Source: an optimization exercise on an open RTL-to-GDS flow (aim: small area). Production flows keep margins and buffers that such runs may drop.
Power figures rest on the tool's default switching activity, not on a simulated workload.

== sierra ==
==> flow/design.v <==
module deframer #(
    parameter MAX_LEN = 128                    
) (
    input  wire                   clk,
    input  wire                   rst,             
    input  wire                   in_vld,
    input  wire                   in_bit,
    input  wire [15:0]            cfg_sync,
    input  wire                   cfg_has_crc,
    input  wire                   cfg_check_crc,
    input  wire [15:0]            cfg_poly,
    output reg                    ev_valid,
    output wire [1:0]             ev_kind,         
    output wire                   ev_ok,
    output wire [7:0]             ev_len,
    output wire [8*MAX_LEN-1:0]   ev_data,         
    output wire [15:0]            ev_crc_calc,
    output wire [15:0]            ev_crc_recv
);
    localparam [1:0] ST_SEARCH  = 2'd0,
                     ST_LENGTH  = 2'd1,
                     ST_PAYLOAD = 2'd2,
                     ST_TRAILER = 2'd3;
    reg  [1:0]  st;
    reg  [15:0] sr;            
    reg  [2:0]  bcnt;          
    reg  [6:0]  kcnt;          
    reg  [7:0]  len;
    reg  [15:0] crc;           
    reg         mism;          
    reg  [8*MAX_LEN-1:0] pbuf;
    wire [15:0] shifted   = {sr[14:0], in_bit};
    wire        byte_end  = (bcnt == 3'd7);
    wire [7:0]  kcnt_inc  = {1'b0, kcnt} + 8'd1;
    wire        last_byte = (kcnt_inc == len);
    wire        verify_en = cfg_has_crc & cfg_check_crc;
    wire        match = ev_valid ? ({15'd0, in_bit} == cfg_sync)
                                 : (shifted == cfg_sync);
    wire [15:0] crc_next = {crc[14:0], 1'b0} ^ (cfg_poly & {16{crc[15] ^ in_bit}});
    wire        step  = in_vld & ~rst;
    wire        wr    = step & (st == ST_PAYLOAD) & byte_end;
    wire [7:0] even_byte = kcnt[0] ? shifted[15:8] : shifted[7:0];
    genvar k;
    generate
        for (k = 0; k < MAX_LEN / 2; k = k + 1) begin : g_pair
            always @(posedge clk)
                if (wr && kcnt[6:1] == k)
                    pbuf[16*k +: 16] <= {shifted[7:0], even_byte};
        end
    endgenerate
    assign ev_data     = pbuf;
    assign ev_len      = len;
    wire   alloc_fail  = (len > MAX_LEN);
    assign ev_kind     = {alloc_fail, mism};
    assign ev_ok       = ~(alloc_fail | mism);
    assign ev_crc_calc = crc;
    assign ev_crc_recv = sr;
    always @(posedge clk) begin
        if (rst) begin
            st       <= ST_SEARCH;
            sr       <= 16'd0;
            ev_valid <= 1'b0;
        end else begin
            ev_valid <= 1'b0;
            if (ev_valid && !in_vld)
                sr <= 16'd0;
            if (in_vld) begin
                case (st)
                    ST_SEARCH: begin
                        sr   <= ev_valid ? {15'd0, in_bit} : shifted;
                        bcnt <= 3'd0;
                        if (match) begin
                            crc <= 16'hFFFF;
                            st  <= ST_LENGTH;
                        end
                    end
                    ST_LENGTH: begin
                        sr   <= shifted;
                        crc  <= crc_next;
                        bcnt <= bcnt + 3'd1;
                        kcnt <= 7'd0;
                        if (byte_end) begin
                            len <= shifted[7:0];
                            if (shifted[7:0] > MAX_LEN) begin
                                ev_valid <= 1'b1;
                                mism     <= 1'b0;
                                st       <= ST_SEARCH;
                            end else if (shifted[7:0] == 8'd0) begin
                                if (cfg_has_crc) begin
                                    st <= ST_TRAILER;
                                end else begin
                                    ev_valid <= 1'b1;
                                    mism     <= 1'b0;
                                    st       <= ST_SEARCH;
                                end
                            end else begin
                                st <= ST_PAYLOAD;
                            end
                        end
                    end
                    ST_PAYLOAD: begin
                        sr   <= shifted;
                        crc  <= crc_next;
                        bcnt <= bcnt + 3'd1;
                        if (byte_end) begin
                            if (last_byte) begin
                                kcnt <= 7'd0;
                                if (cfg_has_crc) begin
                                    st <= ST_TRAILER;
                                end else begin
                                    ev_valid <= 1'b1;
                                    mism     <= 1'b0;
                                    st       <= ST_SEARCH;
                                end
                            end else begin
                                kcnt <= kcnt_inc[6:0];
                            end
                        end
                    end
                    default: begin  
                        sr   <= shifted;
                        bcnt <= bcnt + 3'd1;
                        if (byte_end) begin
                            kcnt[0] <= 1'b1;
                            if (kcnt[0]) begin
                                ev_valid <= 1'b1;
                                mism     <= verify_en && crc != shifted;
                                st       <= ST_SEARCH;
                            end
                        end
                    end
                endcase
            end
        end
    end
endmodule
export LEC_CHECK = 0
export CAP_MARGIN = 20
export CORE_AREA = 2.3 2.72 457.7 147.28
export DIE_AREA = 0 0 460 150
export SLEW_MARGIN = 20
create_clock -name core_clock -period 10.0 [get_ports {clk}]
standard.sh (not shown) runs the stock make flow with config.mk's settings and CLKGATE_MAP_FILE= SYNTH_SCRIPT=/design/flow/synth_recipe.tcl, a recipe that flattens the netlist after the stock synthesis.
==> flow/flow/run.sh <==
#!/bin/bash
# Standard ORFS layout (the standard.sh), with the port buffers made
# from the smallest buffer cell and clock tree options set explicitly.
set -euo pipefail
bash standard.sh \
  'BUFFER_PORTS_ARGS=-buffer_cell sky130_fd_sc_hd__buf_1' \
  'CTS_ARGS=-sink_clustering_enable -repair_clock_nets -dont_use_dummy_load -buf_list {sky130_fd_sc_hd__clkbuf_8 sky130_fd_sc_hd__clkbuf_16} -sink_clustering_size 20 -sink_clustering_max_diameter 40' \
  finish > flow_standard.log 2>&1
Changes in xenon relative to sierra:
==> flow/flow/run.sh <==
#!/bin/bash
# Standard ORFS layout (the standard.sh), with the port buffers made
# from the smallest buffer cell and clock tree options set explicitly.
set -euo pipefail
bash standard.sh \
  'BUFFER_PORTS_ARGS=-buffer_cell sky130_fd_sc_hd__buf_1' \
  'CTS_ARGS=-sink_clustering_enable -repair_clock_nets -dont_use_dummy_load -buf_list sky130_fd_sc_hd__clkbuf_8 -sink_clustering_size 16 -sink_clustering_max_diameter 30' \
  finish > flow_standard.log 2>&1
## What came out
Power on xenon is down relative to sierra.
Per the comparison of xenon with sierra, pin slew with the least headroom to its limit picked up an extra 0.015 ns, final area lost 260 sq um, register fraction of the total cell area picked up an extra 0.48 points, async set-or-reset flop fraction in the synthesized netlist neither gained nor lost much.
Function was not checked in any run of this note: the RTL went through the layout flow alone.


## job 5709
RTL: the design.v shown in full above, as it stands there.
Settings: LEC_CHECK=0, CAP_MARGIN=20, CORE_AREA=2.3 2.72 457.7 147.28, DIE_AREA=0 0 460 150, SLEW_MARGIN=20; clock period 10.0 ns.
==> flow/flow/run.sh <==
#!/bin/bash
# Standard ORFS layout (the standard.sh), with the port buffers made
# from the smallest buffer cell and clock tree options set explicitly.
set -euo pipefail
bash standard.sh \
  'BUFFER_PORTS_ARGS=-buffer_cell sky130_fd_sc_hd__buf_1' \
  'CTS_ARGS=-sink_clustering_enable -repair_clock_nets -dont_use_dummy_load -buf_list sky130_fd_sc_hd__clkbuf_8 -sink_clustering_size 18 -sink_clustering_max_diameter 50' \
  finish > flow_standard.log 2>&1
No stage failed in job 5709, and the final checks on the layout all came back clean.
The inputs of job 2294 differ from those of job 5709 as listed below.
- a change of CORE_AREA from 2.3 2.72 457.7 147.28 to 2.3 2.72 477.7 97.28
- a change of DIE_AREA from 0 0 460 150 to 0 0 480 100
Status(job 2294) = ERROR, stage = 3_5_place_dp. Job 2294 vs. job 5709: adder and majority cell fraction of the synthesized area comparable, starting density of the core now larger, half-perimeter wire length after placement now larger. For number of rows in the core area, dividing the value from job 5709 by the value from job 2294 gives 1.6.
Relative to job 2294, the following input files were edited for job 6100:
- changing DIE_AREA from 0 0 480 100 to 0 0 460 150
- changing CORE_AREA from 2.3 2.72 477.7 97.28 to 2.3 2.72 457.7 147.28
-- flow/flow/run.sh --
<<< job 2294, line 7
  'CTS_ARGS=-sink_clustering_enable -repair_clock_nets -dont_use_dummy_load -buf_list sky130_fd_sc_hd__clkbuf_8 -sink_clustering_size 18 -sink_clustering_max_diameter 50' \
>>> job 6100, line 7
  'CTS_ARGS=-sink_clustering_enable -repair_clock_nets -dont_use_dummy_load -buf_list sky130_fd_sc_hd__clkbuf_8' \
Results
Job 6100 | status: complete | timing, DRC, antenna: pass
The final reports for job 6100 and job 2294 show HPWL reported at the end of detailed placement lower in the former.
Job 2294 -> job 6100: number of buffers inserted by port buffering delta 0, exact match
Initial core utilization was higher in job 2294 than in job 6100.
Adder-cell share of the synthesized area: job 2294 vs job 6100 identical
Any difference in simple-gate portion of the synthesized area between job 6100 and job 2294 is small enough to ignore.
Compared with job 2294, job 6100 shows x dimension of the die that has gone down by a few percent.
Between job 6100 and job 2294, the synthesized area does not differ in any meaningful way.
Job 6100 -> job 2294: number of standard cells after synthesis delta 0, exact match
Job 6100 vs. job 2294: number of cell rows went up by 56%.
Complex-gate fraction of the synthesized area across job 6100 and job 2294: no real change.
Comparing job 6100 and job 2294, the lower final estimated routing congestion in global placement was measured on job 6100.
Function was not checked in any run of this note: the RTL went through the layout flow alone.

-- separate check: timing with driven ports --
The flow's constraints put no driver on any port. The routed layouts listed below were extracted and timed again, unchanged, in two steps.
Step 1 assumes that a clkbuf_16 drives the clock port and a buf_2 every other input.
Step 2 adds t to the input delays and takes it off the output delays; t is the mean of the earliest and latest rising clock arrival at the registers after step 1. Input paths then give back, and output paths get back, about the clock's delay inside the block.
Three values: ideal, step 1, step 2; two values: the first two.
run | shift t [ns] | setup slack, ns | worst register clock-pin slew, ns | worst data-port slew with drivers (ns)
sierra | 0.704 | 6.010 / 5.992 / 5.315 | 0.09 / 0.09 | 0.07
xenon | 0.771 | 5.944 / 5.881 / 5.321 | 0.10 / 0.10 | 0.07
job 5709 | 0.780 | 5.912 / 5.851 / 5.327 | 0.12 / 0.12 | 0.07
job 6100 | 0.782 | 5.970 / 5.909 / 5.295 | 0.08 / 0.08 | 0.07
After both steps every run listed still meets setup and hold. The setup slack of sierra, which loses most, moves by -0.018 ns with the drivers and by -0.695 ns with both steps.
